This design comes from an exercise in tuning for small area, a short achievable clock period and few clock cycles on the open sky130 flow, not from production work. RTL that was checked went through simulation tests only; none was proved equivalent to the original. Only the layout flow was run in run 7; the RTL was not checked for function there.

==> design.v <==
module s2_codec #(
    parameter [32:0] MEM_SIZE = 33'h0_0001_0000
) (
    input  wire        clk,
    input  wire        rst,
    input  wire        wr_en,
    input  wire [3:0]  wr_addr,
    input  wire [31:0] wr_data,
    input  wire [3:0]  rd_addr,
    output reg  [31:0] rd_data,
    output wire        busy,
    output reg         mem_req,
    output reg         mem_we,
    output wire [31:0] mem_addr,
    output reg  [7:0]  mem_wdata,
    input  wire [7:0]  mem_rdata
);
    localparam [127:0] KEY_ADK = 128'hF42E82F6_F91B9BB4_F84B6730_BDC28CBD;
    localparam [127:0] KEY_DNG = 128'h6BDBE8CB_B8AA00A1_0A4FF0D9_CA4659C9;
    function [31:0] crc_inv(input [31:0] r, input [7:0] d);
        integer k;
        reg [31:0] c;
        begin
            c = ~r ^ {24'd0, d};
            for (k = 0; k < 8; k = k + 1)
                c = c[0] ? ((c >> 1) ^ 32'hEDB88320) : (c >> 1);
            crc_inv = ~c;
        end
    endfunction
    function [30:0] rotl(input [30:0] x, input integer k);
        rotl = (x << k) | (x >> (31 - k));
    endfunction
    function [61:0] csa(input [30:0] x, input [30:0] y, input [30:0] z);
        reg [30:0] s, c;
        begin
            s = x ^ y ^ z;
            c = (x & y) | (x & z) | (y & z);
            csa = {rotl(c, 1), s};
        end
    endfunction
    function [30:0] eac_add(input [30:0] x, input [30:0] y);
        integer l, i;
        reg [30:0] g, p, gg, pp, c;
        begin
            g = x & y;
            p = x ^ y;
            gg = g; pp = p;
            for (l = 0; l < 5; l = l + 1)
                for (i = 0; i < 31; i = i + 1)
                    if ((i >> l) & 1) begin
                        gg[i] = gg[i] | (pp[i] & gg[((i >> l) << l) - 1]);
                        pp[i] = pp[i] & pp[((i >> l) << l) - 1];
                    end
            c[0] = gg[30];
            for (i = 1; i < 31; i = i + 1)
                c[i] = gg[i-1] | (pp[i-1] & gg[30]);
            eac_add = p ^ c;
        end
    endfunction
    function [30:0] pm_next(input [30:0] s);
        reg [61:0] r1, r2, r3, r4;
        begin
            r1 = csa(rotl(s, 14), rotl(s, 9), ~rotl(s, 7));
            r2 = csa(rotl(s, 5), rotl(s, 3), ~s);
            r3 = csa(r1[30:0], r1[61:31], r2[30:0]);
            r4 = csa(r3[30:0], r3[61:31], r2[61:31]);
            pm_next = eac_add(r4[30:0], r4[61:31]);
        end
    endfunction
    function [32:0] radd(input [31:0] x, input [31:0] z, input ci);
        integer i;
        reg c;
        reg [31:0] s;
        begin
            c = ci;
            for (i = 0; i < 32; i = i + 1) begin
                s[i] = x[i] ^ z[i] ^ c;
                c = (x[i] & z[i]) | (x[i] & c) | (z[i] & c);
            end
            radd = {c, s};
        end
    endfunction
    function rlt(input [31:0] x, input [31:0] z);
        integer i;
        reg c;
        begin
            c = 1'b1;
            for (i = 0; i < 32; i = i + 1)
                c = (x[i] & ~z[i]) | (x[i] & c) | (~z[i] & c);
            rlt = ~c;
        end
    endfunction
    function [30:0] condition(input [30:0] s_in);
        integer i;
        reg [30:0] s;
        reg [4:0] p;
        begin
            s = s_in;
            p = 5'd0;
            for (i = 0; i < 31; i = i + 1)
                p = p + {4'd0, s[i]};
            if (p < 5'd8) begin
                s[12] = 1'b1;
                if (p < 5'd7) s[23] = 1'b1;
                if (p < 5'd6) s[10] = 1'b1;
                if (p < 5'd5) s[25] = 1'b1;
                if (p < 5'd4) s[8]  = 1'b1;
                if (p < 5'd3) s[27] = 1'b1;
                if (p < 5'd2) s[6]  = 1'b1;
                if (p < 5'd1) s[29] = 1'b1;
            end
            if (p > 5'd24) begin
                s[12] = 1'b0;
                if (p < 5'd31) s[23] = 1'b0;
                if (p < 5'd30) s[10] = 1'b0;
                if (p < 5'd29) s[25] = 1'b0;
                if (p < 5'd28) s[8]  = 1'b0;
                if (p < 5'd27) s[27] = 1'b0;
                if (p < 5'd26) s[6]  = 1'b0;
            end
            condition = s;
        end
    endfunction
    reg [31:0] r_cmd, r_src, r_slen, r_dst, r_dlen, r_key, r_arg;
    reg [31:0] r_result;
    reg [30:0] r_prng;
    reg        st_busy, st_done;
    reg [1:0]  st_err;
    assign busy = st_busy;
    wire [31:0] status = st_busy ? 32'h0000_0001 :
                         {16'd0, 6'd0, st_err, 5'd0, (st_err != 2'd0), st_done, 1'b0};
    always @(*) begin
        case (rd_addr)
            4'h0: rd_data = r_cmd;
            4'h1: rd_data = status;
            4'h2: rd_data = r_src;
            4'h3: rd_data = r_slen;
            4'h4: rd_data = r_dst;
            4'h5: rd_data = r_dlen;
            4'h6: rd_data = r_key;
            4'h7: rd_data = r_arg;
            4'h8: rd_data = r_result;
            4'hA: rd_data = {1'b0, r_prng};
            default: rd_data = 32'd0;
        endcase
    end
    localparam [4:0]
        S_IDLE  = 5'd0,
        S_DEC   = 5'd1,
        S_CRC   = 5'd2,    
        S_COND  = 5'd3,    
        S_STEP  = 5'd4,    
        S_WB    = 5'd5,    
        S_FILL  = 5'd6,
        S_KGWR  = 5'd7,
        S_L1    = 5'd8,
        S_ARD   = 5'd9,
        S_AWR   = 5'd10,
        S_SKIP  = 5'd11,
        S_L2    = 5'd12,
        S_P2    = 5'd13,
        S_ST    = 5'd14,
        S_STR   = 5'd15,
        S_DIV   = 5'd16,
        S_BCHK  = 5'd17,
        S_BK    = 5'd18,
        S_BMOD  = 5'd19,
        S_BGEN  = 5'd20,
        S_BRD   = 5'd21,
        S_BWR   = 5'd22,
        S_DEC2  = 5'd23,
        S_BKR   = 5'd24,
        S_FW    = 5'd25,
        S_BADD  = 5'd26;
    reg [4:0]  state;
    reg        sub;           
    reg        rv;            
    reg [31:0] acc;
    reg [30:0] gs;
    reg [16:0] off;
    reg [7:0]  j;
    reg [6:0]  l1;            
    reg [3:0]  l2;            
    reg        pb;            
    wire [7:0] op      = r_cmd[7:0];
    wire       kg_rand = r_cmd[8];
    wire       kg_game = r_cmd[9];
    wire       is_kg   = (op == 8'h05);
    wire       is_obf  = (op == 8'h06);
    wire [30:0] nxt = pm_next(acc[30:0]);
    wire [16:0] n   = r_slen[16:0];
    wire        slen_z  = (r_slen == 32'd0);
    wire        dlen_z  = (r_dlen == 32'd0);
    wire [32:0] src_e   = radd({15'd0, r_src[16:0]}, {15'd0, r_slen[16:0]}, 1'b0);
    wire [32:0] dst_e   = radd({15'd0, r_dst[16:0]}, {15'd0, r_dlen[16:0]}, 1'b0);
    wire [17:0] src_end = src_e[17:0];
    wire [17:0] dst_end = dst_e[17:0];
    wire        src_ok  = slen_z || ((r_src[31:17] == 15'd0) && (r_slen[31:17] == 15'd0) &&
                                     !src_end[17] && (!src_end[16] || (src_end[15:0] == 16'd0)));
    wire        dst_ok  = dlen_z || ((r_dst[31:17] == 15'd0) && (r_dlen[31:17] == 15'd0) &&
                                     !dst_end[17] && (!dst_end[16] || (dst_end[15:0] == 16'd0)));
    wire [31:0] b       = is_kg ? r_dst : r_key;
    wire        b_ok    = (b[31:16] == 16'd0) && !((b[15:4] == 12'hFFF) && (b[3:0] != 4'd0));
    wire [32:0] d_s     = radd({16'd0, b[15:0]}, {15'd0, ~r_src[16:0]}, 1'b1);
    wire [17:0] d       = {~d_s[17], d_s[16:0]};      
    wire        d_neg   = d[17];
    wire        ovl     = !slen_z &&
                          (!d_neg || ((d[16:4] == 13'h1FFF) && (d[3:0] != 4'd0))) &&
                          (d_neg || rlt({15'd0, d[16:0]}, {15'd0, r_slen[16:0]}));
    reg         f_src, f_dst, f_b, f_ovl;
    wire        illegal = (r_cmd[31:10] != 22'd0) || (op > 8'h06) ||
                          ((r_cmd[9:8] != 2'b00) && !is_kg);
    reg  [1:0]  dec_err;
    always @(*) begin
        dec_err = 2'd0;
        if (illegal)
            dec_err = 2'd1;
        else if (op == 8'h01) begin
            if (!f_src) dec_err = 2'd2;
        end else if (op == 8'h04) begin
            if (!f_dst) dec_err = 2'd2;
        end else if (is_kg) begin
            if (kg_rand && !f_src) dec_err = 2'd2;
            else if (!f_b) dec_err = 2'd2;
            else if (kg_rand && f_ovl) dec_err = 2'd3;
        end else if (is_obf) begin
            if (!f_src) dec_err = 2'd2;
            else if (!f_b) dec_err = 2'd2;
            else if (f_ovl) dec_err = 2'd3;
        end
    end
    wire        crc_key  = is_obf || sub;               
    wire [16:0] crc_len  = crc_key ? 17'd16 : n;
    wire        crc_iss  = (off != crc_len);
    wire        b_live   = rlt({15'd0, off}, {15'd0, n});
    wire        a_live   = (off != n);
    reg  [15:0] aq;
    reg  [1:0]  a_sel;       
    reg  [1:0]  b_sel;       
    always @(*) begin
        a_sel = 2'd0;
        b_sel = 2'd0;
        case (state)
            S_DEC2: a_sel = is_obf ? 2'd3 :
                            ((op[2:0] == 3'd4) || (is_kg && !kg_rand)) ? 2'd2 : 2'd1;
            S_CRC:  if (crc_iss) b_sel = 2'd1;
                    else a_sel = is_obf ? 2'd1 : 2'd2;
            S_FW, S_AWR: b_sel = 2'd1;
            S_KGWR: if (off[3:0] == 4'd15) a_sel = 2'd2; else b_sel = 2'd1;
            S_BCHK: begin a_sel = 2'd3; b_sel = 2'd3; end
            S_BKR:  begin a_sel = 2'd1; b_sel = 2'd2; end
            default: ;
        endcase
    end
    reg  [15:0] a_op, b_op;
    always @(*) begin
        case (a_sel)
            2'd0: a_op = aq;
            2'd1: a_op = r_src[15:0];
            2'd2: a_op = r_dst[15:0];
            default: a_op = r_key[15:0];
        endcase
        case (b_sel)
            2'd0: b_op = 16'd0;
            2'd1: b_op = 16'd1;
            2'd2: b_op = off[15:0];
            default: b_op = {12'd0, off[3:0]};
        endcase
    end
    wire [32:0] a_sum = radd({16'd0, a_op}, {16'd0, b_op}, 1'b0);
    always @(posedge clk) aq <= a_sum[15:0];
    assign mem_addr = {16'd0, aq};
    wire [127:0] kconst = kg_game ? KEY_DNG : KEY_ADK;
    wire [7:0]   kbyte  = kconst[{off[3:0], 3'b000} +: 8];
    always @(*) begin
        mem_req   = 1'b0;
        mem_we    = 1'b0;
        mem_wdata = acc[7:0];
        case (state)
            S_CRC:  mem_req = crc_iss;
            S_FW:   begin mem_req = 1'b1; mem_we = 1'b1; end
            S_KGWR: begin
                mem_req = 1'b1; mem_we = 1'b1;
                mem_wdata = kbyte ^ (kg_rand ? acc[7:0] : 8'd0);
            end
            S_ARD:  mem_req = a_live;
            S_BRD:  mem_req = 1'b1;
            S_BKR: mem_req = 1'b1;
            S_AWR, S_BWR: begin
                mem_req = 1'b1; mem_we = 1'b1;
                mem_wdata = mem_rdata ^ acc[7:0];
            end
            default: ;
        endcase
    end
    wire        lower   = is_kg && !sub;
    wire        up      = (mem_rdata >= 8'h41) && (mem_rdata <= 8'h5A);
    wire [7:0]  crc_d   = mem_rdata | {2'b00, lower && up, 5'd0};
    wire [31:0] crc_nx  = crc_inv(acc, crc_d);
    wire [32:0] off_s   = radd({15'd0, off}, (state == S_BADD) ? {18'd0, 1'b1, acc[12:0]} : 32'd1, 1'b0);
    wire [16:0] off_inc = off_s[16:0];
    wire [32:0] j_s     = radd({24'd0, j}, 32'd1, 1'b0);
    wire [7:0]  j_inc   = j_s[7:0];
    wire        j_l1    = (j_inc == {1'b1, l1});            
    wire [17:0] rsh     = {off, acc[30]};
    wire [32:0] rd_s    = radd({14'd0, rsh}, {14'd0, ~{1'b0, n}}, 1'b1);
    wire [17:0] rdiff   = rd_s[17:0];
    wire        r_ge    = rd_s[18];
    wire [32:0] jd_s    = radd({24'd0, j}, {24'd0, ~{3'b000, 1'b1, l2}}, 1'b0);
    wire [7:0]  jdiff   = jd_s[7:0];
    wire        j_ge    = jd_s[8];
    wire        hw    = wr_en && !st_busy;
    wire [31:0] wd    = wr_data & {32{~rst}};
    wire        wb    = (state == S_WB);
    wire        wb_res  = wb && (op[2:0] != 3'd4);
    wire        wb_prng = wb && (op[2:0] == 3'd2 || op[2:0] == 3'd3 || op[2:0] == 3'd4);
    wire        hw_prng = hw && (wr_addr == 4'hA) && !rst;
    always @(posedge clk) begin
        if (rst || (hw && wr_addr == 4'h0)) r_cmd  <= wd;
        if (rst || (hw && wr_addr == 4'h2)) r_src  <= wd;
        if (rst || (hw && wr_addr == 4'h3)) r_slen <= wd;
        if (rst || (hw && wr_addr == 4'h4)) r_dst  <= wd;
        if (rst || (hw && wr_addr == 4'h5)) r_dlen <= wd;
        if (rst || (hw && wr_addr == 4'h6)) r_key  <= wd;
        if (rst || (hw && wr_addr == 4'h7)) r_arg  <= wd;
        if (rst || wb_res) r_result <= acc & {32{~rst}};
        if (rst || hw_prng || wb_prng)
            r_prng <= hw_prng ? {wd[30:1], wd[0] | (wr_data[30:0] == 31'd0)} :
                      {acc[30:1] & {30{~rst}}, acc[0] | rst};
    end
    task finish;
        begin
            st_busy <= 1'b0;
            st_done <= 1'b1;
            state   <= S_IDLE;
        end
    endtask
    always @(posedge clk) begin
        if (rst) begin
            st_busy  <= 1'b0;
            st_done  <= 1'b0;
            st_err   <= 2'd0;
            state    <= S_IDLE;
        end else begin
            if (wr_en && !st_busy) begin
                case (wr_addr)
                    4'h0: begin
                        st_busy <= 1'b1;
                        st_done <= 1'b0;
                        st_err  <= 2'd0;
                        state   <= S_DEC;
                    end
                    default: ;
                endcase
            end
            rv <= 1'b0;
            case (state)
                S_IDLE: ;
                S_DEC: begin
                    f_src <= src_ok;
                    f_dst <= dst_ok;
                    f_b   <= b_ok;
                    f_ovl <= ovl;
                    state <= S_DEC2;
                end
                S_DEC2: begin
                    off <= 17'd0;
                    sub <= 1'b0;
                    acc <= 32'd0;
                    if (dec_err != 2'd0) begin
                        st_err <= dec_err;
                        finish;
                    end else begin
                        case (op[2:0])
                            3'd1: state <= S_CRC;
                            3'd2: begin acc <= r_arg; state <= S_COND; end
                            3'd3: begin acc <= {1'b0, r_prng}; state <= S_STEP; end
                            3'd4: begin
                                acc <= {1'b0, r_prng};
                                if (dlen_z) finish; else state <= S_FILL;
                            end
                            3'd5: state <= kg_rand ? S_CRC : S_KGWR;
                            3'd6: if (slen_z) finish; else state <= S_CRC;
                            default: finish;
                        endcase
                    end
                end
                S_CRC: begin
                    if (crc_iss) off <= off_inc;
                    rv <= crc_iss;
                    if (rv) acc <= crc_nx;
                    if (!crc_iss) begin
                        off <= 17'd0;
                        if (is_obf || (is_kg && !sub)) state <= S_COND;
                        else state <= S_WB;
                    end
                end
                S_COND: begin
                    acc <= {1'b0, condition(acc[30:0])};
                    if (is_obf) state <= S_L1;
                    else if (is_kg) state <= S_STEP;
                    else state <= S_WB;
                end
                S_STEP: begin
                    acc <= {1'b0, nxt};
                    if (is_kg) state <= S_KGWR;
                    else state <= S_WB;
                end
                S_WB: begin
                    finish;
                end
                S_FILL: begin
                    if (off == r_dlen[16:0]) state <= S_WB;
                    else begin
                        acc   <= {1'b0, nxt};
                        state <= S_FW;
                    end
                end
                S_FW: begin
                    off   <= off_inc;
                    state <= S_FILL;
                end
                S_KGWR: begin
                    off <= off_inc;
                    acc <= {1'b0, nxt};
                    if (off[3:0] == 4'd15) begin
                        off   <= 17'd0;
                        acc   <= 32'd0;
                        sub   <= 1'b1;
                        state <= S_CRC;
                    end
                end
                S_L1: begin
                    acc   <= {1'b0, nxt};
                    gs    <= nxt;
                    l1    <= nxt[6:0];
                    j     <= 8'd0;
                    state <= S_ARD;
                end
                S_ARD: begin
                    if (a_live) begin
                        acc   <= {1'b0, nxt};
                        state <= S_AWR;
                    end else
                        state <= S_SKIP;
                end
                S_AWR: begin
                    off   <= off_inc;
                    state <= S_ARD;
                    if (j_l1) begin j <= 8'd0; acc <= {1'b0, gs}; end
                    else j <= j_inc;
                end
                S_SKIP: begin
                    acc <= {1'b0, nxt};
                    j   <= j_inc;
                    if (j_l1) state <= S_L2;
                end
                S_L2: begin
                    acc   <= {1'b0, nxt};
                    gs    <= nxt;
                    l2    <= nxt[3:0];
                    j     <= 8'd0;
                    pb    <= 1'b0;
                    state <= S_P2;
                end
                S_P2: begin
                    acc <= {1'b0, nxt};
                    j   <= j_inc;
                    if (j[4:0] == {1'b1, l2}) state <= S_ST;
                end
                S_ST: begin
                    acc   <= {1'b0, nxt};
                    state <= S_STR;
                end
                S_STR: begin
                    if (pb) begin
                        acc   <= {1'b0, nxt};      
                        state <= S_BADD;
                    end else begin
                        off   <= 17'd0;
                        j     <= 8'd0;
                        state <= S_DIV;
                    end
                end
                S_BADD: begin
                    off   <= off_inc;
                    state <= S_BCHK;
                end
                S_DIV: begin
                    acc <= {acc[30:0], 1'b0};
                    off <= r_ge ? rdiff[16:0] : rsh[16:0];
                    j   <= j_inc;
                    if (j[4:0] == 5'd30) state <= S_BCHK;
                end
                S_BCHK: begin
                    if (b_live) state <= S_BKR;
                    else finish;
                end
                S_BKR: state <= S_BK;
                S_BK: begin
                    j     <= mem_rdata ^ off[7:0];
                    state <= S_BMOD;
                end
                S_BMOD: begin
                    if (j_ge) j <= jdiff;
                    else begin
                        j     <= ~j;
                        acc   <= {1'b0, gs};
                        state <= S_BGEN;
                    end
                end
                S_BGEN: begin
                    acc <= {1'b0, nxt};
                    j   <= j_inc;
                    if (j == 8'hFF) state <= S_BRD;
                end
                S_BRD: state <= S_BWR;
                S_BWR: begin
                    acc   <= {1'b0, gs};
                    j     <= 8'd0;
                    pb    <= 1'b1;
                    state <= S_P2;
                end
                default: state <= S_IDLE;
            endcase
        end
    end
endmodule
==> flow/run.sh <==
#!/bin/bash
# The standard layout (the standard.sh, unchanged synthesis and steps) with
# two knobs: repair_timing is asked for a larger setup margin, so that it also
# sizes the paths through the ports, and buffer_ports uses a small fast buffer.
# Make's full output goes to make.log.
set -euo pipefail
bash standard.sh SETUP_SLACK_MARGIN=10.45 "BUFFER_PORTS_ARGS=-buffer_cell sky130_fd_sc_hd__buf_2" finish > make.log 2>&1
==> standard.sh <==
#!/bin/bash
# synth_recipe.tcl (not shown) runs the flow's synth.tcl, then flattens the netlist and writes it again
# the make line also repeats each setting of config.mk as NAME=value (left out here)
make -C /OpenROAD-flow-scripts/flow DESIGN_CONFIG=/design/flow/config.mk WORK_HOME=/design/flow/orfs CLKGATE_MAP_FILE= SYNTH_SCRIPT=/design/flow/synth_recipe.tcl "${@:-finish}"
==> config.mk <==
export PLATFORM = sky130hd
export DESIGN_NAME = s2_codec
export DESIGN_NICKNAME = s2_codec
export VERILOG_FILES = /design/flow/design.v
export SDC_FILE = /design/flow/constraint.sdc
export NUM_CORES = 4
export LEC_CHECK = 0
export CAP_MARGIN = 20
export CORE_MARGIN = 2
export CORE_UTILIZATION = 40
export CTS_CLUSTER_DIAMETER = 60
export CTS_CLUSTER_SIZE = 25
export PLACE_DENSITY = 0.6
export SLEW_MARGIN = 20
==> constraint.sdc <==
create_clock -name core_clock -period 20.0 [get_ports {clk}]
set_input_delay 4.0000 -clock core_clock [delete_from_list [all_inputs] [get_ports {clk}]]
set_output_delay 4.0000 -clock core_clock [all_outputs]
set_load 0.01 [all_outputs]
==> run notes, run 1 <==
Routed WL 123 mm; via count 24.8k; RSZ-0062 raised after global routing yes; DRT iter0 DRCs 3853; root buf cell clkbuf_16; total CTS buffers 41; gr busiest metal met2; area of the mapped netlist 30200 sq um; dpl ws 9830 ps; Top Ports 126; post-synthesis cell type count 89; met3 Use GR 6.16%; minimum clock period 9550 ps; CP Class primary input to primary output; commonest cells after routing, fill and taps aside 393 x edfxtp_1, 241 x fa_1, 235 x inv_1, 152 x nand2_1, 148 x nor2_1; Layout Cells excl Fill 3813; slew at the pin closest to its max-slew limit 1110 ps; hold slack 562 ps; share of cells above drive strength 1 15.0%; period utilization 47.8%; fin util 45.8%; Cell Rows 100; Final WS setup 10450 ps; GPL Wtd Cong 0.998; Worst EP arrival 5550 ps; number of synthesized register bits 418; Worst Setup Start Kind primary input; number of synthesized flops with an enable pin 393; H-tree depth 2; Worst slew margin 25.6%; slowest stage delay, CP 260 ps; fin nets 3187; Pins Over Slew Limit 0; critical path endpoint category primary output; min-delay worst type flip-flop to flip-flop; RR Startpoint r_cmd[7]$_DFFE_PP_; clk slew on worst S/H paths 70 ps; Initial Util 40.5%; worst skew pair latency 640 ps; skew final 53.0 ps; clk sinks 418; port bufs 109; fmax 0.105 GHz; WP buf/inv 6; vias per inst 6.50; most common cell after layout, fill and taps aside edfxtp_1; vias in the first global route 24.2k; Fin. Hold Viols 0; Reg2Reg Capture Point f_ovl$_DFFE_PP_; DR WL/cell 32.3 um; fraction of the yosys area taken by sequential cells 40.7%; CP required 16000 ps; Die ar. 77800 sq um; Hold EP st_err[0]$_SDFF_PP0_; initial antenna violation count 6; core area 74700 sq um; CTS Hold Bufs 0; Worst Hold Depth 2; Syn Area/Cell 11.2 sq um; first-pass GRT wire length 174 mm; post-route ant nets 0; Critical Path Slowest Stage Cell a221oi_2; setup tns final 0 ps; CTS tree built; DRT Pass-1 Iters 7; Total GRT Usage 31.1%; FF-to-FF path depth 26; Post-synth top flop edfxtp_1; largest net degree at the start of global routing 75; Synth async-reset ratio 0%; Max-Cap Viols 0; DRC Markers 0; YS warnings 1; GRT overflow 0; DP Cell Count 3695; overall die height 279 um; Worst Hold Launch st_err[0]$_SDFF_PP0_; Max clock buf depth 3; die width 279 um; crit-path max FO 9; run status no timing/DRC/antenna violations; Crit path max-delay family buffers and inverters; # setup viols final 0; worst path cell trace buf_12 > clkinvlp_4 > buf_6 > nor3_4 > buf_12 > buf_8 > a22o_1 > a221oi_2 > nand3_2 > buf_6; post-DP HPWL 89.9 mm; Mapped Cells 2700; R2R setup slack 10690 ps; met1 usage 43.1%; GR Util met2 47.8%; growth of design area from synthesis to finish 13.0%
## cell families after synthesis
| family | after synthesis | share of synthesized area [%] |
|---|---|---|
| and+or+nand+nor | 661 | 10.8 |
| AOI/OAI and AO/OA | 635 | 15.1 |
| DFF | 418 | 40.7 |
| buffers and inverters | 400 | 5.37 |
| adders and majority gates | 329 | 19.6 |
| xor gates and xnor gates | 142 | 4.20 |
| muxes | 114 | 4.19 |
| other | 1 | 0.0124 |
## tightest hold or removal path, cell delays in order, from the launching register on
cell and delay, ps:
dfxtp_1 360, nand3b_1 100, a21oi_1 60
## how the worst max path moves through the flow
stage,start,end,depth (start not counted)
floorplan,rd_addr[0],rd_data[31],7
global placement,rd_addr[3],rd_data[22],8
detailed placement,rd_addr[3],rd_data[22],8
CTS,rd_addr[3],rd_data[7],9
global route,rd_addr[2],rd_data[8],6
finish,rd_addr[0],rd_data[7],10
## layer usage
| layer | vias to the layer above | wire length, um |
|---|---|---|
| met1 | 12600 | 49300 |
| li1 | 10200 | - |
| met5 | - | 29 |
| met3 | 283 | 13100 |
| met2 | 1698 | 55200 |
| met4 | 6 | 5770 |
## final cells by class
class / count / area [sq um]
diodes: 1 / 2.50
clock buffers: 43 / 1030
clock inverters: 33 / 473
fillers: 6856 / 40500
inverters: 239 / 901
multi-input cells: 1898 / 16700
flip-flops and latches: 418 / 12300
well taps: 969 / 1210
repair buffers: 212 / 1530
## what timing repair did
| item | CTS | global route |
|---|---|---|
| gates cloned | 1 | 4 |
| buffers inserted | 11 | 25 |
| gates resized for setup | 44 | 46 |
| endpoints found under the setup margin | 35 | 30 |
| pin swaps | 10 | 20 |
## cell usage after synthesis, drive strengths merged, types with 5 or more instances
master,number,area [sq um]
edfxtp,393,11800
fa,241,4820
inv,236,886
nor2,155,584
nand2,154,578
clkbuf,121,454
o21ai,114,612
a21oi,100,500
xnor2,100,895
a22oi,93,698
ha,85,1060
nand3,73,365
mux2i,64,641
nor4,60,375
nor2b,58,363
a222oi,53,531
mux2,48,582
nor3,42,210
xor2,42,375
buf,40,272
a221oi,35,307
a22o,32,280
nand2b,30,188
o22ai,27,169
dfxtp,25,500
a21o,24,180
a31oi,24,156
nand4,24,150
o211ai,21,158
o221ai,19,166
or2,13,81.3
a211oi,12,90.1
and3,11,68.8
and2,9,56.3
o31ai,9,72.6
nor3b,8,60.1
o21bai,8,60.1
a221o,7,70.1
a211o,6,52.6
o21a,6,45.0
o31a,5,43.8
or3,5,31.3
or4,5,41.3
## through the flow
stage          cell area, sq um
2_1_floorplan             30300
3_3_place_gp              31900
3_5_place_dp              31900
4_1_cts                   33700
5_1_grt                   34200
6_report                  34200
Testbench counts, summed over its fixed seeds: cycles 942,352.
==> run 2: changes to the inputs <==
--- a/config.mk
+++ b/config.mk
@@ -9,6 +9,6 @@
 export CORE_MARGIN = 2
-export CORE_UTILIZATION = 40
+export CORE_UTILIZATION = 72
 export CTS_CLUSTER_DIAMETER = 60
 export CTS_CLUSTER_SIZE = 25
-export PLACE_DENSITY = 0.6
+export PLACE_DENSITY = 0.85
 export SLEW_MARGIN = 20
==> run 2 against run 1 <==
Critical path depth decreased by 1. Count of clock-buffer cells in the layout decreased by 8. Synthesized cell count unchanged. Flip-flop and latch count unchanged. Highest routed layer unchanged.
==> run notes, run 2 <==
period utilization 47.9%; critical path endpoint category primary output; largest net degree at the start of global routing 77; slowest stage delay, CP 270 ps; Worst Setup Start Kind primary input; fmax 0.104 GHz; overall die height 209 um; root buf cell clkbuf_16; DR WL/cell 33.1 um; DRC Markers 0; CTS tree built; Die ar. 43600 sq um; most common cell after layout, fill and taps aside edfxtp_1; area share of the largest cell type after synthesis 39.0%; core area 41700 sq um; most frequent CP cell buf_12; DRT iter0 DRCs 5116; GPL Wtd Cong 1.06; CTS Hold Bufs 0; commonest cells after routing, fill and taps aside 393 x edfxtp_1, 237 x fa_1, 235 x inv_1, 152 x nand2_1, 148 x nor2_1; Top Ports 126; number of synthesized flops with an enable pin 393; number of synthesized register bits 418; fraction of the yosys area taken by sequential cells 40.7%; Mapped Cells 2700; # setup viols final 0; crit-path max FO 28; post-synthesis cell type count 89; clk sinks 418; RSZ-0062 raised after global routing no; Synth async-reset ratio 0%; Initial Util 72.6%; Worst EP arrival 5580 ps; min-delay worst type flip-flop to flip-flop; worst path cell trace buf_12 > clkinvlp_4 > buf_4 > nor3_4 > buf_12 > a22o_1 > a221oi_1 > nand3_1 > buf_2; H-tree depth 2; Cell Rows 75; Routed WL 111 mm; clk slew on worst S/H paths 70 ps; via count 25.6k; area leader, netlist edfxtp_1; growth of design area from synthesis to finish 9.36%; post-DP HPWL 79.2 mm; CP required 16000 ps; Post-synth top flop edfxtp_1; Synth area leaders edfxtp_1 39%, fa_1 16%, ha_1 3.5%; Pins Over Slew Limit 0; YS warnings 1; setup tns final 0 ps; share of cells above drive strength 1 13.5%; post-route ant nets 0; Max clock buf depth 3; vias per inst 7.65; run status no timing/DRC/antenna violations; GRT overflow 0; vias in the first global route 25.0k; Fin. Hold Viols 0; Max-Cap Viols 0; Total GRT Usage 50.7%; DRT Pass-1 Iters 14; first-pass GRT wire length 160 mm; worst skew pair latency 610 ps; total CTS buffers 35; die width 209 um; area of the mapped netlist 30200 sq um; port bufs 109; initial antenna violation count 1; Syn Area/Cell 11.2 sq um; fin nets 3161; minimum clock period 9580 ps; Worst slew margin 16.9%; synth cell count leaders 393 x edfxtp_1, 241 x fa_1, 236 x inv_1; Critical Path Slowest Stage Cell a22o_1; skew final 37.1 ps; CP Class primary input to primary output; slew at the pin closest to its max-slew limit 1240 ps; most common cell in the synthesized netlist edfxtp_1; hold slack 564 ps
-- run 2: per-stage QoR --
| step | cells | instance area [sq um] | utilization [%] | setup WS [ps] |
|---|---|---|---|---|
| after floorplan | 2715 | 30300 | - | 10490 |
| after global placement | 3254 | 31300 | 75.0 | 9970 |
| after detailed placement | 3255 | 31300 | 75.1 | 9870 |
| after CTS | 3327 | 32800 | 78.6 | 10450 |
| after global routing | 3348 | 33100 | 79.3 | 10440 |
| final | 3350 | 33100 | 79.4 | 10420 |
-- run 2: metal layers --
layer / vias up / share of wire (%) / wire (um) / global-route usage, %
li1: 10100 / - / - / -
met1: 12200 / 32 / 35000 / 64.7
met2: 2692 / 42 / 46600 / 74.0
met3: 604 / 18 / 19400 / 18.0
met4: 2 / 8.8 / 9750 / 32.9
met5: - / 0.0099 / 11 / 0
-- run 2: area by class of cell --
| type | instances | area (sq um) |
|---|---|---|
| Sequential cell | 418 | 12300 |
| Clock inverter | 27 | 409 |
| Fill cell | 2566 | 8600 |
| Timing Repair Buffer | 192 | 1300 |
| Inverter | 239 | 901 |
| Tap cell | 539 | 674 |
| Clock buffer | 35 | 876 |
| Multi-Input combinational cell | 1898 | 16600 |
| Antenna cell | 2 | 5.00 |
-- run 2: kinds of logic after synthesis --
family	synth area share, %
and+or+nand+nor	10.8
adders and majority gates	19.6
buffers and inverters	5.37
AOI/OAI and AO/OA	15.1
xor gates and xnor gates	4.20
muxes	4.19
other	0.0124
DFF	40.7
-- run 2: timing repair --
item / CTS / global route
pin swaps: 7 / 13
buffers inserted: 9 / 20
setup endpoints to repair: 35 / 30
cloned: 1 / 1
gates resized for setup: 32 / 31
-- run 2: worst paths after layout --
path              cells past startpoint  slack [ps]                 start                    to
setup reg to reg                     26       10660    r_cmd[3]$_DFFE_PP_       f_ovl$_DFFE_PP_
hold / removal                        2         560  st_err[0]$_SDFF_PP0_  st_err[0]$_SDFF_PP0_
hold reg to reg                       2         560  st_err[0]$_SDFF_PP0_  st_err[0]$_SDFF_PP0_
setup / recovery                      9       10420            rd_addr[0]           rd_data[15]
-- run 2: worst max-delay path, delay by kind of cell --
family | cells | cell delay, ps
buffers and inverters | 5 | 760
AO/OA/AOI/OAI | 2 | 500
AND/OR/NAND/NOR | 2 | 290
==> run 3: changes to the inputs <==
--- a/config.mk
+++ b/config.mk
@@ -9,6 +9,6 @@
 export CORE_MARGIN = 2
-export CORE_UTILIZATION = 72
+export CORE_UTILIZATION = 60
 export CTS_CLUSTER_DIAMETER = 60
 export CTS_CLUSTER_SIZE = 25
-export PLACE_DENSITY = 0.85
+export PLACE_DENSITY = 0.75
 export SLEW_MARGIN = 20
==> run 3 against run 2 <==
Still clean. Routed wire length is 4.8% higher. Cell count is 4.2% higher. Global-route usage is 6.4 points lower. First-iteration DRC count is 21% lower. Count of clock-buffer cells in the layout is 2 higher. Non-clock buffer count is 8 higher. Final area is 0.64% higher. Highest routed layer unchanged.
==> run notes, run 3 <==
run status no timing/DRC/antenna violations; Cell Rows 82; area leader, netlist edfxtp_1; crit-path max FO 29; Total GRT Usage 44.3%; hold slack 587 ps; Max clock buf depth 3; total CTS buffers 35; minimum clock period 9550 ps; most frequent CP cell buf_4; Synth async-reset ratio 0%; die width 228 um; post-synthesis cell type count 89; overall die height 228 um; fmax 0.105 GHz; DR WL/cell 33.2 um; Fin. Hold Viols 0; fin nets 3168; # setup viols final 0; clk slew on worst S/H paths 70 ps; multi-input combinational cell area 16600 sq um; initial antenna violation count 5; most common cell after layout, fill and taps aside edfxtp_1; share of cells above drive strength 1 13.9%; post-DP HPWL 85.8 mm; core area 50000 sq um; worst skew pair latency 600 ps; Mapped Cells 2700; DRC Markers 0; Worst slew margin 30.7%; Initial Util 60.5%; CP Class primary input to primary output; YS warnings 1; slowest stage delay, CP 420 ps; GPL Wtd Cong 1.04; Worst EP arrival 5550 ps; worst path cell trace buf_4 > nand2b_4 > buf_4 > nor2_2 > buf_6 > a222oi_1 > nand3_1 > buf_2; via count 25.3k; Syn Area/Cell 11.2 sq um; WP buf/inv 4; area of the mapped netlist 30200 sq um; port bufs 109; commonest cells after routing, fill and taps aside 393 x edfxtp_1, 239 x fa_1, 235 x inv_1, 153 x nand2_1, 147 x nor2_1; Max-Cap Viols 0; vias per inst 7.24; CP required 16000 ps; growth of design area from synthesis to finish 10.1%; slew at the pin closest to its max-slew limit 1030 ps; number of synthesized register bits 418; Pins Over Slew Limit 0; area share of the largest cell type after synthesis 39.0%; FF-to-FF path depth 29; min-delay worst type flip-flop to flip-flop; skew final 38.5 ps; Worst Hold Depth 2; clk sinks 418; most common cell in the synthesized netlist edfxtp_1; Synth area leaders edfxtp_1 39%, fa_1 16%, ha_1 3.5%; FF+latch area 12300 sq um; RSZ-0062 raised after global routing yes; Post-synth top flop edfxtp_1; Crit path depth 8; Crit path max-delay family buffers and inverters; synth cell count leaders 393 x edfxtp_1, 241 x fa_1, 236 x inv_1; Fillers 3870; DRT Pass-1 Iters 9; GRT overflow 0; fin util 66.6%; DRT iter0 DRCs 4020; Die ar. 52200 sq um; Top Ports 126; CTS Hold Bufs 0; Worst Setup Start Kind primary input; Routed WL 116 mm; vias in the first global route 24.6k; post-route ant nets 0; H-tree depth 2; Critical Path Slowest Stage Cell a222oi_1; setup tns final 0 ps; largest net degree at the start of global routing 74; CTS tree built; root buf cell clkbuf_16; fraction of the yosys area taken by sequential cells 40.7%; critical path endpoint category primary output; period utilization 47.8%; first-pass GRT wire length 168 mm; number of synthesized flops with an enable pin 393
-- run 3: worst paths after layout --
| path | startpoint | to | slack, ps |
|---|---|---|---|
| worst max-delay path | rd_addr[3] | rd_data[8] | 10450 |
| worst min-delay path | st_err[0]$_SDFF_PP0_ | st_err[0]$_SDFF_PP0_ | 590 |
| worst max register to register | r_cmd[6]$_DFFE_PP_ | aq[15]$_DFF_P_ | 10720 |
| worst min register to register | st_err[0]$_SDFF_PP0_ | st_err[0]$_SDFF_PP0_ | 590 |
-- run 3: worst register-to-register path: cells and delay by family, from the launching register on --
family,cells,cell delay [ps]
AOI/OAI and AO/OA,4,1030
xor gates and xnor gates,3,460
adders and majority gates,15,5550
and+or+nand+nor,5,1440
buffers and inverters,2,250
DFF,1,490
-- run 3: metal layers --
metal | track usage, % | wire [um] | up-vias
met5 | 0 | 13 | -
met4 | 25.5 | 8510 | 2
met3 | 11.9 | 16100 | 478
met2 | 66.4 | 50600 | 2302
met1 | 58.6 | 40800 | 12400
li1 | - | - | 10100
-- run 3: stage by stage --
stage / instance area, sq um / instances / setup WS, ps
6_report: 33300 / 3490 / 10450
5_1_grt: 33300 / 3489 / 10390
4_1_cts: 33000 / 3471 / 10470
3_5_place_dp: 31500 / 3397 / 9960
3_3_place_gp: 31500 / 3396 / 9950
2_1_floorplan: 30300 / 2715 / 10490
-- run 3: what timing repair did --
action	CTS	global route
buffers inserted	11	17
pin swaps	4	10
cloned	0	1
resized for setup	36	33
setup endpoints to repair	34	20
-- run 3: cell type report --
| class | instances | share of cell area [%] |
|---|---|---|
| diodes | 1 | 0.00752 |
| clock buffers | 37 | 2.72 |
| clock inverters | 26 | 1.02 |
| inverters | 239 | 2.71 |
| multi-input cells | 1897 | 50.0 |
| flip-flops and latches | 418 | 37.0 |
| well taps | 672 | 2.53 |
| repair buffers | 200 | 4.08 |
-- run 3: cell families after synthesis --
kind of cell	Yosys count	synth area share (%)
AND/OR/NAND/NOR	661	10.8
AO/OA/AOI/OAI	635	15.1
flip-flops	418	40.7
buffers and inverters	400	5.37
adder cells (fa/ha/maj)	329	19.6
XOR/XNOR	142	4.20
multiplexers	114	4.19
other	1	0.0124
==> run 4: changes to the inputs <==
--- a/flow/run.sh
+++ b/flow/run.sh
@@ -6,2 +6,2 @@
 set -euo pipefail
-bash standard.sh SETUP_SLACK_MARGIN=10.45 "BUFFER_PORTS_ARGS=-buffer_cell sky130_fd_sc_hd__buf_2" finish > make.log 2>&1
+bash standard.sh SETUP_SLACK_MARGIN=10.25 "BUFFER_PORTS_ARGS=-buffer_cell sky130_fd_sc_hd__buf_2" finish > make.log 2>&1
==> run 4 against run 3 <==
Still clean on timing, DRC and antenna. Cell count shrank 0.40%. Critical path depth grew 2. Setup slack lost 190 ps. Via count shrank 1.5%. Non-clock buffer count shrank 20. Utilization shrank 0.56 points. Critical endpoint is now rd_data[23].
==> run notes, run 4 <==
crit-path max FO 32; dpl ws 10010 ps; number of synthesized register bits 418; Worst Setup Start Kind primary input; via count 24.9k; clk sinks 418; synth cell count leaders 393 x edfxtp_1, 241 x fa_1, 236 x inv_1; largest family of logic cells by synthesized area adder cells; growth of design area from synthesis to finish 9.14%; compound-gate portion of the synthesized area 15.1%; RSZ-0062 raised after global routing yes; first-pass GRT wire length 159 mm; YS warnings 1; post-route ant nets 0; Cell Rows 82; vias per inst 7.15; H-tree depth 2; Max-Cap Viols 0; number of synthesized flops with an enable pin 393; post-DP HPWL 81.2 mm; fin nets 3151; minimum clock period 9740 ps; # setup viols final 0; hold slack 592 ps; CTS Hold Bufs 0; skew final 46.6 ps; GPL Wtd Cong 1.07; Fillers 3853; Final WS setup 10260 ps; XOR/XNOR share of the synthesized area 4.20%; share of cells above drive strength 1 12.7%; post-synthesis cell type count 89; most common cell after layout, fill and taps aside edfxtp_1; mux share of post-synthesis cell area 4.19%; Top Ports 126; min-delay worst type flip-flop to flip-flop; fin util 66.0%; Synth async-reset ratio 0%; Die ar. 52200 sq um; vias in the first global route 24.0k; port bufs 109; post-synthesis adder-cell area fraction 19.6%; DRT Pass-1 Iters 14; CP required 16000 ps; Mapped Cells 2700; Initial Util 60.5%; Max clock buf depth 3; total CTS buffers 38; GRT overflow 0; Worst EP arrival 5740 ps; CP Class primary input to primary output; largest net degree at the start of global routing 76; Critical path origin rd_addr[0]; setup tns final 0 ps; overall die height 228 um; slew at the pin closest to its max-slew limit 1170 ps; Total GRT Usage 41.5%; DRC Markers 0; DR WL/cell 31.6 um; most common cell in the synthesized netlist edfxtp_1; Syn Area/Cell 11.2 sq um; die width 228 um; initial antenna violation count 4; Routed WL 110 mm; Post-synth top flop edfxtp_1; Synth area leaders edfxtp_1 39%, fa_1 16%, ha_1 3.5%; period utilization 48.7%; worst skew pair latency 610 ps; area of the mapped netlist 30200 sq um; post-synthesis simple-gate area fraction 10.8%; area leader, netlist edfxtp_1; Worst slew margin 21.3%; Fin. Hold Viols 0; root buf cell clkbuf_16; CTS tree built; DRT iter0 DRCs 4323; clk slew on worst S/H paths 60 ps; fmax 0.103 GHz; commonest cells after routing, fill and taps aside 393 x edfxtp_1, 241 x fa_1, 236 x inv_1, 154 x nand2_1, 149 x nor2_1; fraction of the yosys area taken by sequential cells 40.7%; area share of the largest cell type after synthesis 39.0%; Pins Over Slew Limit 0; core area 50000 sq um; Worst Hold Launch gs[0]$_DFFE_PP_; critical path endpoint category primary output; RR Startpoint r_cmd[5]$_DFFE_PP_; run status no timing/DRC/antenna violations
==> run 4: changes by cell type in the layout (fill, tap and decap cells not counted), sizes merged <==
cell      previous run  this run
buf                199       180
clkbuf              38        43
clkinv              16        10
clkinvlp             5         2
diode                1         3
inv                242       249
==> run 4: critical path, cell delays in order <==
cell and delay, ps:
buf_4 170, inv_1 170, nand2_1 160, nor3_2 240, buf_8 320, a22oi_1 120
nand2_1 90, a221oi_1 40, o21ai_1 210, buf_2 200
==> run 4: worst paths after layout <==
kind	end	cells after the start	slack (ps)
setup / recovery	rd_data[23]	10	10260
hold / removal	acc[0]$_DFFE_PP_	2	590
setup reg to reg	f_ovl$_DFFE_PP_	27	10420
hold reg to reg	acc[0]$_DFFE_PP_	2	590
==> run 4: area by class of cell <==
class                      instances  area, sq um  share of cell area, %
clock buffer                      43          991                   3.00
clock inverter                    24          302                  0.914
inverter                         239          897                   2.72
sequential                       418        12300                   37.3
timing repair buffer             180         1150                   3.48
tap                              672          841                   2.55
antenna                            3         7.51                 0.0228
multi-input combinational       1897        16500                   50.0
==> run 4: kinds of logic (layout without fill, tap and decap cells) <==
| group | count (synthesis) | after routing |
|---|---|---|
| other | 1 | 19 |
| AND/OR/NAND/NOR | 661 | 661 |
| buffers and inverters | 400 | 486 |
| multiplexers | 114 | 114 |
| AO/OA/AOI/OAI | 635 | 635 |
| adder cells (fa/ha/maj) | 329 | 329 |
| XOR/XNOR | 142 | 142 |
| flip-flops | 418 | 418 |
==> run 4: metrics by stage <==
step / cells / instance area [sq um]
final: 3476 / 33000
after global routing: 3473 / 33000
after CTS: 3458 / 32800
after detailed placement: 3390 / 31500
after global placement: 3387 / 31400
after floorplan: 2715 / 30300
==> run 4: what timing repair did <==
item | in CTS | in global routing
setup endpoints to repair | 24 | 9
pin swaps | 2 | 3
resized for setup | 7 | 17
setup buffers | 1 | 15
==> run 4: layer usage <==
| layer | vias up | GRT usage, % | routed length (um) |
|---|---|---|---|
| li1 | 10100 | - | - |
| met1 | 12100 | 55.0 | 38700 |
| met2 | 2175 | 61.9 | 47800 |
| met3 | 461 | 10.7 | 15300 |
| met4 | 2 | 25.1 | 8090 |
| met5 | - | 0 | 8 |
==> run 5: changes to the inputs <==
==> flow/run.sh (replaced) <==
#!/bin/bash
# The standard layout (the standard.sh, unchanged synthesis and steps),
# with buffer_ports using a small fast buffer. Make's full output goes to make.log.
set -euo pipefail
bash standard.sh "BUFFER_PORTS_ARGS=-buffer_cell sky130_fd_sc_hd__buf_2" finish > make.log 2>&1
--- a/config.mk
+++ b/config.mk
@@ -9,6 +9,6 @@
 export CORE_MARGIN = 2
-export CORE_UTILIZATION = 60
+export CORE_UTILIZATION = 40
 export CTS_CLUSTER_DIAMETER = 60
 export CTS_CLUSTER_SIZE = 25
-export PLACE_DENSITY = 0.75
+export PLACE_DENSITY = 0.6
 export SLEW_MARGIN = 20
==> run 5 against run 4 <==
Still clean on timing, DRC and antenna. Critical path depth fell by 4. Via count fell by 2.1%. First-iteration DRC count fell by 16%. Largest cell class unchanged. Highest routed layer is now met4.
==> run notes, run 5 <==
run status no timing/DRC/antenna violations; Initial Util 40.5%; Die ar. 77800 sq um; Worst Setup Start Kind primary input; final instance area 33300 sq um; FF+latch area 12300 sq um; DRT iter0 DRCs 3615; R2R setup slack 10050 ps; Reg2Reg Capture Point aq[15]$_DFF_P_; port bufs 109; Critical path origin rd_addr[3]; Synth async-reset ratio 0%; DRC Markers 0; min-delay worst type flip-flop to flip-flop; multi-input combinational cell area 16400 sq um; number of synthesized flops with an enable pin 393; Fin. Hold Viols 0; Pins Over Slew Limit 0; worst skew pair latency 630 ps; most frequent CP cell buf_2; most common cell after layout, fill and taps aside edfxtp_1; CP required 16000 ps; Synth area leaders edfxtp_1 39%, fa_1 16%, ha_1 3.5%; period utilization 50.8%; DR WL/cell 31.7 um; Worst slew margin 27.6%; number of synthesized register bits 418; post-synthesis cell type count 89; RR Startpoint r_cmd[0]$_DFFE_PP_; # setup viols final 0; Routed WL 119 mm; Fillers 6877; Worst EP arrival 6160 ps; growth of design area from synthesis to finish 10.1%; post-route ant nets 0; crit-path max FO 28; root buf cell clkbuf_16; Post-CTS Setup Bufs 0; overall die height 279 um; CTS Hold Bufs 0; die width 279 um; setup tns final 0 ps; area leader, netlist edfxtp_1; share of cells above drive strength 1 12.4%; via count 24.4k; vias in the first global route 23.9k; CTS tree built; clk slew on worst S/H paths 80 ps; synth cell count leaders 393 x edfxtp_1, 241 x fa_1, 236 x inv_1; commonest cells after routing, fill and taps aside 393 x edfxtp_1, 241 x fa_1, 236 x inv_1, 154 x nand2_1, 149 x nor2_1; slew at the pin closest to its max-slew limit 1060 ps; core area 74700 sq um; Setup crit end rd_data[15]; skew final 39.9 ps; FF-to-FF path depth 28; Top Ports 126; YS warnings 1; slowest stage delay, CP 870 ps; GRT overflow 0; Post-synth top flop edfxtp_1; fin util 44.6%; CP Class primary input to primary output; total CTS buffers 40; RSZ-0062 raised after global routing no; vias per inst 6.46; fmax 0.0984 GHz; Max clock buf depth 3; Syn Area/Cell 11.2 sq um; post-DP HPWL 89.2 mm; most common cell in the synthesized netlist edfxtp_1; Cell Rows 100; dpl cell area 31900 sq um; post-CTS sizing 0; largest net degree at the start of global routing 76; area of the mapped netlist 30200 sq um; DRT Pass-1 Iters 8; critical path endpoint category primary output; area share of the largest cell type after synthesis 39.0%; GPL Wtd Cong 1.01; fin nets 3144; Mapped Cells 2700; worst path cell trace buf_2 > nand2b_1 > nor2_4 > a221oi_1 > nand3_1 > buf_2; initial antenna violation count 6; clk sinks 418; Total GRT Usage 30.4%; Critical Path Slowest Stage Cell nor2_4; fraction of the yosys area taken by sequential cells 40.7%; first-pass GRT wire length 171 mm; Max-Cap Viols 0; minimum clock period 10160 ps; H-tree depth 2
[run 5: cell counts after synthesis]
No cell type changed its count.
[run 5: final cells by class]
cell class,count,share of cell area [%]
multi-input combinational,1897,49.4
sequential,418,37.0
tap,969,3.64
timing repair buffer,171,3.03
clock buffer,40,3.01
inverter,239,2.69
clock inverter,34,1.24
antenna,3,0.0225
[run 5: stage by stage]
| stage | hold slack (ps) | instances | worst slack [ps] |
|---|---|---|---|
| after floorplan | 468 | 2715 | 10250 |
| after global placement | 568 | 3693 | 9980 |
| after detailed placement | 570 | 3694 | 9910 |
| after CTS | 589 | 3768 | 9910 |
| after global routing | 622 | 3768 | 9600 |
| final | 596 | 3771 | 9840 |
[run 5: worst max-delay path: cells and delay by family]
kind,cells,cell delay (ps)
AO/OA/AOI/OAI,1,270
buffers and inverters,2,340
AND/OR/NAND/NOR,3,1530
[run 5: how the worst min path moves through the flow]
| stage | from | endpoint | slack [ps] | cells past startpoint |
|---|---|---|---|---|
| after floorplan | st_err[0]$_SDFF_PP0_ | st_err[0]$_SDFF_PP0_ | 470 | 2 |
| after global placement | gs[9]$_DFFE_PP_ | acc[9]$_DFFE_PP_ | 570 | 2 |
| after detailed placement | gs[0]$_DFFE_PP_ | acc[0]$_DFFE_PP_ | 570 | 2 |
| after CTS | gs[0]$_DFFE_PP_ | acc[0]$_DFFE_PP_ | 590 | 2 |
| after global routing | st_err[0]$_SDFF_PP0_ | st_err[0]$_SDFF_PP0_ | 620 | 2 |
| final | gs[0]$_DFFE_PP_ | acc[0]$_DFFE_PP_ | 600 | 2 |
[run 5: cell families after synthesis]
logic type	after synthesis	share of synthesized area, %
other cells	1	0.0124
flops	418	40.7
buf+inv	400	5.37
fa+ha+maj	329	19.6
simple gates	661	10.8
xor+xnor	142	4.20
compound gates	635	15.1
mux	114	4.19
[run 5: per-layer routing]
| metal | vias up | routed length (um) | track usage (%) |
|---|---|---|---|
| li1 | 10100 | - | - |
| met1 | 12400 | 48100 | 42.4 |
| met2 | 1592 | 53000 | 46.6 |
| met3 | 258 | 12200 | 5.13 |
| met4 | 0 | 5980 | 13.5 |
| met5 | - | 0 | 0 |
==> run 6: changes to the inputs <==
==> flow/run.sh (replaced) <==
#!/bin/bash
# The standard layout (the standard.sh, unchanged synthesis and steps) with
# three knobs: repair_timing is asked for a larger setup margin, so that it also
# sizes the paths through the ports; buffer_ports uses a small fast buffer; and
# clock tree synthesis adds no dummy loads. Make's full output goes to make.log.
set -euo pipefail
bash standard.sh SETUP_SLACK_MARGIN=10.45 "BUFFER_PORTS_ARGS=-buffer_cell sky130_fd_sc_hd__buf_2" \
  "CTS_ARGS=-sink_clustering_enable -repair_clock_nets -sink_clustering_size 25 -sink_clustering_max_diameter 60 -dont_use_dummy_load" \
  finish > make.log 2>&1
--- a/config.mk
+++ b/config.mk
@@ -9,6 +9,6 @@
 export CORE_MARGIN = 2
-export CORE_UTILIZATION = 40
+export CORE_UTILIZATION = 60
 export CTS_CLUSTER_DIAMETER = 60
 export CTS_CLUSTER_SIZE = 25
-export PLACE_DENSITY = 0.6
+export PLACE_DENSITY = 0.75
 export SLEW_MARGIN = 20
==> run 6 against run 5 <==
Highest routed layer is now met5. Synthesized cell count stayed put. Critical path depth is 2 higher. Count of clock-buffer cells in the layout is 5 lower. Clock skew is 60 ps higher. Register-to-register slack better by 680 ps. Via count is 2.3% higher. Setup slack better by 580 ps. First-iteration DRC count is 8.3% higher. Cell count is 8.1% lower. Global-route usage is 14 points higher.
==> run notes, run 6 <==
run status no timing/DRC/antenna violations; critical path endpoint category primary output; synth cell count leaders 393 x edfxtp_1, 241 x fa_1, 236 x inv_1; Post-synth top flop edfxtp_1; YS warnings 1; first-pass GRT wire length 167 mm; post-route ant nets 0; slowest stage delay, CP 390 ps; Worst Setup Start Kind primary input; Mapped Cells 2700; Die ar. 52200 sq um; Cell Rows 82; Pins Over Slew Limit 0; area share of the largest cell type after synthesis 39.0%; crit-path max FO 32; CP Class primary input to primary output; min-delay worst type flip-flop to flip-flop; Worst slew margin 30.8%; via count 24.9k; Routed WL 116 mm; dpl ws 9960 ps; Critical Path Slowest Stage Cell a222oi_1; RSZ-0062 raised after global routing yes; fraction of the yosys area taken by sequential cells 40.7%; GPL Wtd Cong 1.04; number of synthesized register bits 418; GRT overflow 0; Fillers 3902; DRT Pass-1 Iters 7; fin nets 3172; Syn Area/Cell 11.2 sq um; period utilization 47.9%; die width 228 um; initial antenna violation count 3; growth of design area from synthesis to finish 8.95%; Final WS setup 10420 ps; largest net degree at the start of global routing 74; Total GRT Usage 44.2%; area leader, netlist edfxtp_1; most common cell after layout, fill and taps aside edfxtp_1; multi-input combinational cell area 16600 sq um; commonest cells after routing, fill and taps aside 393 x edfxtp_1, 237 x fa_1, 235 x inv_1, 153 x nand2_1, 148 x nor2_1; Max-Cap Viols 0; Initial Util 60.5%; total CTS buffers 35; clk sinks 418; DRT iter0 DRCs 3916; Fin. Hold Viols 0; final instance area 32900 sq um; worst path cell trace buf_8 > clkinvlp_4 > nand2_4 > nor3_2 > clkbuf_16 > a222oi_1 > nand3_1 > buf_2; dpl cell area 31500 sq um; core area 50000 sq um; fmax 0.104 GHz; Layout Cells excl Fill 3465; DRC Markers 0; post-synthesis cell type count 89; post-DP HPWL 85.8 mm; Max clock buf depth 3; clk slew on worst S/H paths 70 ps; n_diodes 0; vias in the first global route 24.5k; vias per inst 7.19; Top Ports 126; minimum clock period 9580 ps; area of the mapped netlist 30200 sq um; setup tns final 0 ps; slew at the pin closest to its max-slew limit 1030 ps; # setup viols final 0; overall die height 228 um; most common cell in the synthesized netlist edfxtp_1; number of synthesized flops with an enable pin 393; port bufs 109; Synth area leaders edfxtp_1 39%, fa_1 16%, ha_1 3.5%; DR WL/cell 33.4 um; FF+latch area 12300 sq um; CTS tree built; worst skew pair latency 610 ps; DP Cell Count 3397; share of cells above drive strength 1 13.3%; H-tree depth 2; CP required 16000 ps; root buf cell clkbuf_16; Worst EP arrival 5580 ps; skew final 100 ps; Synth async-reset ratio 0%
-- run 6: cell counts after synthesis --
No cell type changed its count.
-- run 6: layout make-up --
| cell class | count | area share, % |
|---|---|---|
| sequential | 418 | 37.3 |
| timing repair buffer | 204 | 4.22 |
| multi-input combinational | 1897 | 50.5 |
| inverter | 239 | 2.74 |
| tap | 672 | 2.55 |
| clock buffer | 35 | 2.66 |
-- run 6: timing repair --
action,CTS,global route
setup buffers,7,26
pin swaps,3,14
hold buffers,0,0
gates resized for setup,37,36
endpoints found under the setup margin,34,22
-- run 6: final timing paths --
path / from / endpoint / slack (ps) / cells past startpoint
min: st_err[0]$_SDFF_PP0_ / st_err[0]$_SDFF_PP0_ / 590 / 2
max reg2reg: r_cmd[6]$_DFFE_PP_ / f_ovl$_DFFE_PP_ / 10730 / 27
min reg2reg: st_err[0]$_SDFF_PP0_ / st_err[0]$_SDFF_PP0_ / 590 / 2
max: rd_addr[0] / rd_data[15] / 10420 / 8
-- run 6: kinds of logic after synthesis --
family / synth area share, %
AND/OR/NAND/NOR: 10.8
multiplexers: 4.19
XOR/XNOR: 4.20
AO/OA/AOI/OAI: 15.1
flip-flops: 40.7
other: 0.0124
buffers and inverters: 5.37
adder cells (fa/ha/maj): 19.6
-- run 6: metal layers --
metal  track usage, %  up-vias  routed length [um]
met4             26.6        2                8370
met3             12.9      435               15600
met1             57.7    12200               41300
met2             65.7     2153               50600
met5                0        -                  13
li1                 -    10100                   -
-- run 6: critical path, delay by kind of cell --
kind | cells | cell delay [ps]
compound gates | 1 | 390
buf+inv | 4 | 720
simple gates | 3 | 410
-- run 6: stage by stage --
stage               utilization [%]  hold WS [ps]
global route                   65.9           612
floorplan                         -           468
detailed placement             63.1           568
finish                         65.9           590
global placement               63.0           561
CTS                            65.2           583
==> run 7: changes to the inputs <==
--- a/design.v
+++ b/design.v
@@ -206,6 +206,6 @@
     wire        d_neg   = d[17];
-    wire        ovl     = !slen_z &&
-                          (!d_neg || ((d[16:4] == 13'h1FFF) && (d[3:0] != 4'd0))) &&
-                          (d_neg || rlt({15'd0, d[16:0]}, {15'd0, r_slen[16:0]}));
-    reg         f_src, f_dst, f_b, f_ovl;
+    wire        d_lo    = !slen_z &&
+                          (!d_neg || ((d[16:4] == 13'h1FFF) && (d[3:0] != 4'd0)));
+    reg         f_src, f_dst, f_b, f_dlo, f_neg;
+    wire        f_ovl   = f_dlo && (f_neg || rlt({15'd0, off}, {15'd0, r_slen[16:0]}));
     wire        illegal = (r_cmd[31:10] != 22'd0) || (op > 8'h06) ||
@@ -269,3 +269,6 @@
     end
-    wire [32:0] a_sum = radd({16'd0, a_op}, {16'd0, b_op}, 1'b0);
+    wire [32:0] a_lo  = radd({24'd0, a_op[7:0]}, {24'd0, b_op[7:0]}, 1'b0);
+    wire [32:0] a_h0  = radd({24'd0, a_op[15:8]}, {24'd0, b_op[15:8]}, 1'b0);
+    wire [32:0] a_h1  = radd({24'd0, a_op[15:8]}, {24'd0, b_op[15:8]}, 1'b1);
+    wire [15:0] a_sum = {a_lo[8] ? a_h1[7:0] : a_h0[7:0], a_lo[7:0]};
     always @(posedge clk) aq <= a_sum[15:0];
@@ -362,3 +365,5 @@
                     f_b   <= b_ok;
-                    f_ovl <= ovl;
+                    f_dlo <= d_lo;
+                    f_neg <= d_neg;
+                    off   <= d[16:0];
                     state <= S_DEC2;
==> flow/run.sh (replaced) <==
#!/bin/bash
# The standard layout (the standard.sh, unchanged synthesis and steps) with
# two knobs: repair_timing is asked for a larger setup margin, so that it also
# sizes the paths through the ports, and buffer_ports uses a small fast buffer.
# Make's full output goes to make.log.
set -euo pipefail
bash standard.sh SETUP_SLACK_MARGIN=10.8 "BUFFER_PORTS_ARGS=-buffer_cell sky130_fd_sc_hd__buf_2" finish > make.log 2>&1
--- a/config.mk
+++ b/config.mk
@@ -9,6 +9,6 @@
 export CORE_MARGIN = 2
-export CORE_UTILIZATION = 60
+export CORE_UTILIZATION = 40
 export CTS_CLUSTER_DIAMETER = 60
 export CTS_CLUSTER_SIZE = 25
-export PLACE_DENSITY = 0.75
+export PLACE_DENSITY = 0.6
 export SLEW_MARGIN = 20
==> run 7 against run 6 <==
Highest routed layer unchanged. Utilization down 20 points. Setup slack better by 5.5 ps. Global-route usage shrank 12 points. Sequential share of layout area down 2.3 points. Area after synthesis rose by 1.5%. First-iteration DRC count down 6.0%. Synthesized cell count up 3.1%. Fmax hardly changed. Final area is 6.8% higher. Non-clock buffer count is 23 higher.
==> run notes, run 7 <==
post-synthesis simple-gate area fraction 11.8%; Top Ports 126; Routed WL 127 mm; CP required 16000 ps; vias in the first global route 25.0k; Pins Over Slew Limit 0; Syn Area/Cell 11.0 sq um; mux share of post-synthesis cell area 4.03%; R2R setup slack 10980 ps; post-synthesis adder-cell area fraction 19.1%; Final WS setup 10430 ps; Worst Setup Start Kind primary input; Post-synth top flop edfxtp_1; most common cell after layout, fill and taps aside edfxtp_1; post-synthesis cell type count 97; die width 281 um; Synth async-reset ratio 0%; via count 25.3k; core area 75900 sq um; CP Class primary input to primary output; CTS tree built; setup tns final 0 ps; DRT Pass-1 Iters 7; post-route ant nets 0; synth cell count leaders 394 x edfxtp_1, 234 x fa_1, 233 x inv_1; Synth area leaders edfxtp_1 39%, fa_1 15%, ha_1 3.8%; Mapped Cells 2783; CTS Hold Bufs 0; growth of design area from synthesis to finish 14.7%; Worst EP arrival 5570 ps; most common cell in the synthesized netlist edfxtp_1; slew at the pin closest to its max-slew limit 1140 ps; dpl cell area 32400 sq um; RR Startpoint r_cmd[0]$_DFFE_PP_; vias per inst 6.37; DR WL/cell 31.8 um; worst skew pair latency 650 ps; dpl ws 9300 ps; Fin. Hold Viols 0; GPL Wtd Cong 0.992; Die ar. 78900 sq um; number of synthesized register bits 419; fmax 0.104 GHz; # setup viols final 0; multi-input combinational cell area 17300 sq um; area share of the largest cell type after synthesis 38.6%; port bufs 109; commonest cells after routing, fill and taps aside 394 x edfxtp_1, 234 x fa_1, 233 x inv_1, 176 x nand2_1, 171 x nor2_1; share of cells above drive strength 1 16.2%; clk slew on worst S/H paths 60 ps; post-DP HPWL 94.3 mm; FF-to-FF path depth 26; overall die height 281 um; clk sinks 419; area of the mapped netlist 30700 sq um; largest net degree at the start of global routing 74; Cell Rows 101; XOR/XNOR share of the synthesized area 4.26%; Reg2Reg Capture Point f_dlo$_DFFE_PP_; Total GRT Usage 31.9%; Initial Util 40.4%; root buf cell clkbuf_16; GRT overflow 0; final instance area 35200 sq um; skew final 61.8 ps; DRC Markers 0; RSZ-0062 raised after global routing yes; crit-path max FO 8; largest family of logic cells by synthesized area adder cells; initial antenna violation count 3; compound-gate portion of the synthesized area 15.5%; Hold EP st_err[0]$_SDFF_PP0_; Fillers 6930; minimum clock period 9570 ps; fraction of the yosys area taken by sequential cells 40.2%; area leader, netlist edfxtp_1; YS warnings 1; period utilization 47.9%; run status no timing/DRC/antenna violations; FF+latch area 12300 sq um; H-tree depth 2; Max clock buf depth 3; total CTS buffers 43; Worst Hold Launch st_err[0]$_SDFF_PP0_; Worst Hold Depth 2; DRT iter0 DRCs 3681; critical path endpoint category primary output; first-pass GRT wire length 181 mm; min-delay worst type flip-flop to flip-flop; Max-Cap Viols 0; Worst slew margin 23.3%; number of synthesized flops with an enable pin 394; fin nets 3291
## run 7: cell types whose count changed in the layout (fill, tap and decap cells not counted), sizes merged, moves of 13 or more
cell and change:
nand2 +26, buf +21, nand3 -20, a22o -27, nor2 +29, a22oi +32
inv +19, a222oi -15, a21oi +19, o21a +13
## run 7: layer usage
metal,vias to the layer above,wire [um],GRT usage [%]
met5,-,13,0
met4,2,6440,13.5
met3,325,12800,5.79
met2,1734,57100,50.0
met1,12800,50200,43.6
li1,10500,-,-
## run 7: how the worst max path moves through the flow
| stage | start | to | slack, ps |
|---|---|---|---|
| after floorplan | rd_addr[2] | rd_data[8] | 10780 |
| after global placement | rd_addr[1] | rd_data[3] | 9410 |
| after detailed placement | rd_addr[1] | rd_data[3] | 9300 |
| after CTS | rd_addr[3] | rd_data[4] | 10540 |
| after global routing | rd_addr[3] | rd_data[4] | 10450 |
| final | rd_addr[3] | rd_data[0] | 10430 |
## run 7: kinds of logic after synthesis
group,count (synthesis)
simple gates,717
xor+xnor,145
flops,419
mux,114
other cells,1
compound gates,667
buf+inv,393
fa+ha+maj,327
## run 7: per-stage QoR
stage	utilization (%)	hold slack [ps]	std cells
floorplan	-	470	2798
global placement	42.7	531	3834
detailed placement	42.7	539	3834
CTS	46.0	552	3970
global route	46.3	564	3978
finish	46.3	549	3979
## run 7: critical path, cell delays in order
cell and delay, ps:
buf_12 90, nand2b_4 160, buf_6 120, nor2_4 40
buf_12 140, a222oi_1 280, nand4_1 420, buf_2 300
## run 7: layout make-up
cell class                      instances  area share (%)
Multi-Input combinational cell       1987            49.1
Sequential cell                       419            35.1
Timing Repair Buffer                  227            5.32
Tap cell                             1030            3.66
Clock buffer                           45            3.08
Inverter                              235            2.51
Clock inverter                         35            1.30
Antenna cell                            1         0.00711
## run 7: repair_timing
| action | CTS | global route |
|---|---|---|
| setup buffers | 52 | 5 |
| pin swaps | 41 | 19 |
| setup endpoints to repair | 32 | 34 |
| gates resized for setup | 105 | 23 |
| cloned | 4 | 3 |

-- re-timing with driven ports --
In the flow no input, the clock included, has a driving cell. The finished layouts below were timed again as built, in two steps.
Step 1 (the two cells are an assumption about what drives the block):
set clk [get_ports {clk}]
set_driving_cell -lib_cell sky130_fd_sc_hd__clkbuf_16 $clk
set_driving_cell -lib_cell sky130_fd_sc_hd__buf_2 [delete_from_list [all_inputs] $clk]
Step 2, shift: input delay + t, output delay - t, t = (earliest + latest rising clock arrival at the registers) / 2. This alone moves slack from input paths to output paths.
Three values: no drivers, after step 1, after step 2; two values: the first two.
run | shift t [ns] | setup slack, ns | worst data-port slew with drivers (ns)
run 1 | 0.677 | 10.449 / 10.399 / 10.399 | 0.11
run 2 | 0.655 | 10.423 / 10.368 / 10.368 | 0.06
run 3 | 0.647 | 10.449 / 10.424 / 10.424 | 0.06
run 4 | 0.645 | 10.256 / 10.221 / 10.221 | 0.10
run 5 | 0.678 | 9.838 / 9.814 / 9.814 | 0.13
run 6 | 0.625 | 10.422 / 10.370 / 10.370 | 0.07
run 7 | 0.692 | 10.427 / 10.334 / 10.334 | 0.19
After both steps every run listed still meets setup and hold. The setup slack of run 7, which loses most, moves by -0.093 ns with the drivers and by -0.093 ns with both steps.
